Context: an optimization exercise on an open-source flow, tuned for small area. The choices shown serve that exercise and are no tape-out recipe. The clock port is modelled as an ideal driver; clocking choices that lean on that would not hold on a real chip. Power figures rest on the tool's default switching activity, not on a simulated workload.

==> inputs of trial 82 <==
Design crc32_engine, start of the top module:
module crc32_engine (
    input  wire        clk,
    input  wire        rst,
    input  wire        cmd_valid,
    output wire        cmd_ready,
    input  wire [7:0]  cmd,
    input  wire [31:0] din,
    output wire [31:0] dout,
    output wire        err
);
==> module crc32_engine, before the edit <==
module crc32_engine (
    input  wire        clk,
    input  wire        rst,
    input  wire        cmd_valid,
    output wire        cmd_ready,
    input  wire [7:0]  cmd,
    input  wire [31:0] din,
    output wire [31:0] dout,
    output wire        err
);
    localparam [31:0] POLY = 32'hEDB88320;
    reg [31:0] sn;        
    reg [31:0] d_q;       
    reg        err_q;     
    reg [2:0]  op_q;
    reg [4:0]  cnt_q;     
    wire ready = !(op_q[2] | op_q[1] | op_q[0]);
    wire k0 = cmd[0], k1 = cmd[1], k4 = cmd[4], k5 = cmd[5], k6 = cmd[6];
    wire z   = !(cmd[7] | cmd[3] | cmd[2]);         
    wire n0  = !(k1 | k0);                          
    wire acc = cmd_valid & ready & !rst;
    wire az  = acc & z;
    wire azn = az & n0;
    wire azw = az & !k6 & k5;                       
    wire [3:0] dm;
    assign dm[0] = azw & (k4 | n0);                 
    assign dm[1] = dm[0] & !(k4 & n0);
    assign dm[2] = dm[1] & (k1 | n0);
    assign dm[3] = dm[2] & (k0 | n0);
    wire a_ci  = azn & !k6 & (k5 ^ k4);             
    wire a_tab = azn & k6 & k5 & !k4;               
    wire go    = dm[0] | (azn & k6 & !(k5 & k4));
    wire legal = z & ((!k6 & k5 & k4) | (n0 & !(k6 & k5 & k4)));
    wire sh_s = op_q[2] ^ op_q[1];                  
    wire last = &cnt_q;
    wire done = last | (!op_q[2] & !op_q[1] & op_q[0]);
    wire        fb_s   = !op_q[2] & op_q[1] & op_q[0] & !sn[0] & !rst;   
    wire        p_s    = sh_s & !rst;               
    wire        q_s    = !(sh_s | rst | a_ci);      
    wire [31:0] sn_nxt = {sn[0] ^ (op_q[1] & !op_q[0]), sn[31:1]};
    wire [31:0] sn_d;
    genvar i;
    generate
        for (i = 0; i < 32; i = i + 1) begin : g_s
            crc32_sbit #(.TAP(i < 31 ? POLY[i] : 1'b0)) u_s (
                .s(sn[i]), .s_up(sn_nxt[i]), .d(din[i]), .p(p_s),
                .q(q_s), .dm(dm[i / 8]), .fb(fb_s), .y(sn_d[i]));
        end
    endgenerate
    always @(posedge clk)
        sn <= sn_d;
    wire        fb_d  = op_q[2] & op_q[1] & d_q[0] & !rst;    
    wire        p_d   = op_q[2] & !rst;
    wire        q_d   = !(op_q[2] | rst | a_tab);
    wire        d_in  = op_q[1] ? d_q[0] : (sn[0] ^ !op_q[0]);
    wire [31:0] d_nxt = {d_in, d_q[31:1]};
    wire [31:0] d_d;
    generate
        for (i = 0; i < 32; i = i + 1) begin : g_d
            crc32_dbit #(.TAP(i < 31 ? POLY[i] : 1'b0), .LD(i < 8 ? 1'b1 : 1'b0)) u_d (
                .o(d_q[i]), .o_up(d_nxt[i]), .d(din[i]), .p(p_d),
                .q(q_d), .ld(a_tab), .fb(fb_d), .y(d_d[i]));
        end
    endgenerate
    always @(posedge clk)
        d_q <= d_d;
    wire nd = !done & !rst;
    always @(posedge clk) begin
        err_q <= !rst & (err_q | (acc & !legal));
        op_q  <= ({3{go}} & cmd[6:4]) | ({3{nd}} & op_q) | {2'b00, rst};
        cnt_q <= acc ? {~cmd[1:0] & {2{k5 & (k4 ^ k6)}}, 3'b000} : cnt_q + 5'd1;
    end
    assign cmd_ready = ready;
    assign dout      = d_q;
    assign err       = err_q;
endmodule
Settings: LEC_CHECK=0, CAP_MARGIN=20, CORE_MARGIN=2, CORE_UTILIZATION=40, SLEW_MARGIN=20, SYNTH_HIERARCHICAL=1, SYNTH_MEMORY_MAX_BITS=65536, SYNTH_MINIMUM_KEEP_SIZE=0; clock period 8.0 ns.
standard.sh (not shown) runs the stock make flow with config.mk's settings and CLKGATE_MAP_FILE= SYNTH_SCRIPT=/design/flow/synth_recipe.tcl, a recipe that flattens the netlist after the stock synthesis.
==> flow/flow/run.sh <==
#!/bin/bash
# Layout: the standard flow (standard.sh), with these changes:
#  - after floorplan, every combinational cell is sized down to the smallest
#    cell of its function (flow/downsize.tcl); repair_design and
#    repair_timing size up again where needed;
#  - the port buffers are the smallest buffer (buf_1) instead of the
#    buffer_ports default;
#  - clock tree synthesis uses clkbuf_4, in clusters of at most 10 sinks,
#    and inserts no dummy load cells; after it, a clock buffer whose sinks
#    see too slow a slew is sized up (flow/clkfix.tcl).
# Every input and output port still gets its own buffer. The output of the
# whole run goes to flow_run.log in this folder; ORFS keeps each step's log
# under orfs/logs/.
set -euo pipefail
here=$(pwd)
bash standard.sh \
  POST_FLOORPLAN_TCL="$here/flow/downsize.tcl" \
  POST_CTS_TCL="$here/flow/clkfix.tcl" \
  BUFFER_PORTS_ARGS="-buffer_cell sky130_fd_sc_hd__buf_1" \
  CTS_ARGS="-sink_clustering_enable -repair_clock_nets -dont_use_dummy_load -buf_list sky130_fd_sc_hd__clkbuf_4 -sink_clustering_size 10" \
  finish > flow_run.log 2>&1
==> flow/flow/clkfix.tcl <==
estimate_parasitics -placement
set bigger [dict create \
  sky130_fd_sc_hd__clkbuf_1 sky130_fd_sc_hd__clkbuf_2 \
  sky130_fd_sc_hd__clkbuf_2 sky130_fd_sc_hd__clkbuf_4 \
  sky130_fd_sc_hd__clkbuf_4 sky130_fd_sc_hd__clkbuf_8 \
  sky130_fd_sc_hd__clkbuf_8 sky130_fd_sc_hd__clkbuf_16]
set count 0
foreach inst [get_cells *] {
  set ref [get_property $inst ref_name]
  if { ![dict exists $bigger $ref] } { continue }
  set out [get_pins -of_objects $inst -filter "direction == output"]
  set net [get_nets -of_objects $out]
  set worst 0
  foreach pin [get_pins -of_objects $net -filter "direction == input"] {
    set s [get_property $pin slew_max]
    if { $s > $worst } { set worst $s }
  }
  if { $worst > 0.100 } {
    replace_cell [get_property $inst name] [dict get $bigger $ref]
    incr count
  }
}
puts "clkfix.tcl: sized up $count clock buffers"
if { $count > 0 } {
  detailed_placement
  check_placement -verbose
  estimate_parasitics -placement
}
Other scripts of this flow, unchanged in this note and not shown: flow/flow/downsize.tcl
==> build 97 (differences from trial 82) <==
==> flow/design.v (replaced) <==
module crc32_sbit #(
    parameter TAP = 1'b0
) (
    input  wire s,       
    input  wire s_up,    
    input  wire d,       
    input  wire p,       
    input  wire q,       
    input  wire dm,      
    input  wire fb,      
    output wire y
);
    wire keep = (p & s_up) | (q & s);
    assign y = keep ^ ((d & dm) | (fb & TAP));
endmodule
module crc32_dbit #(
    parameter TAP = 1'b0,
    parameter LD  = 1'b0
) (
    input  wire o,       
    input  wire o_up,    
    input  wire d,       
    input  wire p,       
    input  wire q,       
    input  wire ld,      
    input  wire fb,      
    output wire y
);
    wire keep = (p & o_up) | (q & o);
    assign y = (keep ^ (fb & TAP)) | (d & ld & LD);
endmodule
module crc32_engine (
    input  wire        clk,
    input  wire        rst,
    input  wire        cmd_valid,
    output wire        cmd_ready,
    input  wire [7:0]  cmd,
    input  wire [31:0] din,
    output wire [31:0] dout,
    output wire        err
);
    localparam [31:0] POLY = 32'hEDB88320;
    reg [31:0] sn;        
    reg [31:0] d_q;       
    reg        err_q;     
    reg        ready_q;
    reg [2:0]  op_q;      
    reg [4:0]  cnt_q;     
    wire [3:0] op  = cmd[7:4];
    wire [1:0] n   = cmd[1:0];
    wire legal = (op <= 4'h6) && (cmd[3:2] == 2'b00) &&
                 ((op == 4'h3) || (n == 2'b00));
    wire accept = cmd_valid && ready_q && !rst;
    wire acc_ok = accept && legal;
    wire is_init = (op == 4'h1);
    wire is_load = (op == 4'h2);
    wire is_upd  = (op == 4'h3);
    wire is_tab  = (op == 4'h6);
    wire is_long = (op >= 4'h2);       
    wire sh_s  = (op_q == 3'd2) || (op_q == 3'd3) ||
                 (op_q == 3'd4) || (op_q == 3'd5);
    wire crc_s = (op_q == 3'd3);
    wire inv_s = (op_q == 3'd2);
    wire sh_d  = op_q[2];
    wire crc_d = (op_q == 3'd6);
    wire fin   = op_q[0];
    wire last  = (cnt_q == 5'd31);
    wire       clr_s = rst || (acc_ok && (is_init || is_load));
    wire [3:0] dm;
    assign dm[0] = acc_ok && (is_load || is_upd);
    assign dm[1] = acc_ok && (is_load || (is_upd && n != 2'd0));
    assign dm[2] = acc_ok && (is_load || (is_upd && n[1]));
    assign dm[3] = acc_ok && (is_load || (is_upd && n == 2'd3));
    wire        fb_s    = crc_s && !sn[0] && !rst;
    wire        p_s     = sh_s && !rst;             
    wire        q_s     = !sh_s && !clr_s;          
    wire [31:0] sn_nxt  = {sn[0] ^ inv_s, sn[31:1]};
    wire [31:0] sn_d;
    genvar i;
    generate
        for (i = 0; i < 32; i = i + 1) begin : g_s
            crc32_sbit #(.TAP(i < 31 ? POLY[i] : 1'b0)) u_s (
                .s(sn[i]), .s_up(sn_nxt[i]), .d(din[i]), .p(p_s),
                .q(q_s), .dm(dm[i / 8]), .fb(fb_s), .y(sn_d[i]));
        end
    endgenerate
    always @(posedge clk)
        sn <= sn_d;
    wire        clr_d = rst || (acc_ok && is_tab);
    wire        ld_d  = acc_ok && is_tab;
    wire        fb_d  = crc_d && d_q[0] && !rst;
    wire        p_d   = sh_d && !rst;
    wire        q_d   = !sh_d && !clr_d;
    wire        d_in  = crc_d ? d_q[0] : (sn[0] ^ !fin);
    wire [31:0] d_nxt = {d_in, d_q[31:1]};
    wire [31:0] d_d;
    generate
        for (i = 0; i < 32; i = i + 1) begin : g_d
            crc32_dbit #(.TAP(i < 31 ? POLY[i] : 1'b0), .LD(i < 8 ? 1'b1 : 1'b0)) u_d (
                .o(d_q[i]), .o_up(d_nxt[i]), .d(din[i]), .p(p_d),
                .q(q_d), .ld(ld_d), .fb(fb_d), .y(d_d[i]));
        end
    endgenerate
    always @(posedge clk)
        d_q <= d_d;
    always @(posedge clk) begin
        if (rst) begin
            err_q   <= 1'b0;
            ready_q <= 1'b0;
            op_q    <= 3'd0;
        end else if (accept) begin
            if (!legal) err_q <= 1'b1;
            if (legal && is_long) begin
                ready_q <= 1'b0;
                op_q    <= op[2:0];
            end
        end else if (op_q == 3'd0 || last) begin
            ready_q <= 1'b1;
            op_q    <= 3'd0;
        end
    end
    always @(posedge clk)
        cnt_q <= accept ? {~n & {2{is_upd || is_tab}}, 3'b000} : cnt_q + 5'd1;
    assign cmd_ready = ready_q;
    assign dout      = d_q;
    assign err       = err_q;
endmodule
==> flow/flow/run.sh (replaced) <==
#!/bin/bash
# Layout: the standard flow (standard.sh), with these changes:
#  - after floorplan, every combinational cell is sized down to the smallest
#    cell of its function (flow/downsize.tcl); repair_design and
#    repair_timing size up again where needed;
#  - the port buffers are the smallest buffer (buf_1) instead of the
#    buffer_ports default;
#  - clock tree synthesis inserts no dummy load cells.
# Every input and output port still gets its own buffer. The output of the
# whole run goes to flow_run.log in this folder; ORFS keeps each step's log
# under orfs/logs/.
set -euo pipefail
here=$(pwd)
bash standard.sh \
  POST_FLOORPLAN_TCL="$here/flow/downsize.tcl" \
  BUFFER_PORTS_ARGS="-buffer_cell sky130_fd_sc_hd__buf_1" \
  CTS_ARGS="-sink_clustering_enable -repair_clock_nets -dont_use_dummy_load -buf_list sky130_fd_sc_hd__clkbuf_8 -sink_clustering_size 30 -sink_clustering_max_diameter 200 -sink_clustering_levels 1" \
  finish > flow_run.log 2>&1
removed: flow/flow/clkfix.tcl
==> run notes <==
- In die area, build 97 and trial 82 hardly differ.
- Against build 97, the utilization of trial 82 is higher by 0.064 points.
- Of build 97 and trial 82, build 97 has the higher sequential share of layout area (gap 0.62 points).
- Of trial 82 and build 97, build 97 has the higher global-route usage (gap 1.1 points).
- Between build 97 and trial 82, the lower clock power is in trial 82 (gap about 20%, measured against trial 82).
- Against build 97, the via count of trial 82 is smaller by 1.2%.
- Between trial 82 and build 97, the lower setup slack is in build 97 (gap 0.040 ns).
- Critical path depth is the same in build 97 and trial 82.
==> figures <==
metric                                                         build 97                         trial 82
Post-synthesis net count                                            341                              343
Total number of multi-input combinational cells                     206                              205
Total number of clock tree sinks                                     74                               73
Instance area after placement                                 3450 um^2                        3490 um^2
Sequential power                                               0.388 mW                         0.382 mW
Max-slew headroom at the worst pin                                34.5%                            49.2%
Clock tree skew after final layout                           0.00962 ns                        0.0226 ns
Clk pin slew, worst setup/hold paths                            0.06 ns                          0.08 ns
Setup ws final                                                  4.42 ns                          4.46 ns
Seq. cell area                                                1480 um^2                        1460 um^2
Area-dominant class                                    sequential cells  multi-input combinational cells
Clock latency at the later pin of the worst-skew pair           0.34 ns                          0.33 ns
Combinational share of power                                       6.9%                             7.7%
Delay of the slowest cell on the worst path                     0.56 ns                          0.66 ns
Highest Clock Rate                                            0.280 GHz                        0.283 GHz
Filler-free cell count of the finished design                       485                              484
Run status                             no timing/DRC/antenna violations  no timing/DRC/antenna violations
No run of this note included a check of the RTL's function; only the layout flow was run.

## static timing again, ports no longer ideal
No port has a modelled driver above. Below, the same layouts with a new extraction and two added sets of constraints. Step 1 assumes that a clkbuf_16 drives the clock port and a buf_2 every other input. Step 2, shift: input delay + t, output delay - t, t = (earliest + latest rising clock arrival at the registers) / 2. This alone moves slack from input paths to output paths. Slacks: ideal / step 1 / step 2; pairs: ideal / step 1.
| run | shift t [ns] | slack for setup (ns) | hold WS [ns] | worst setup path at the end | clock arrival spread, ns |
|---|---|---|---|---|---|
| trial 82 | 0.347 | 4.464 / 4.472 / 4.125 | 0.455 / 0.455 / 0.455 | input to register | 0.026 / 0.026 |
| build 97 | 0.362 | 4.423 / 4.431 / 4.069 | 0.465 / 0.465 / 0.465 | input to register | 0.010 / 0.010 |
After both steps every run listed still meets setup and hold. The setup slack of build 97, which loses most, moves by +0.008 ns with the drivers and by -0.354 ns with both steps.
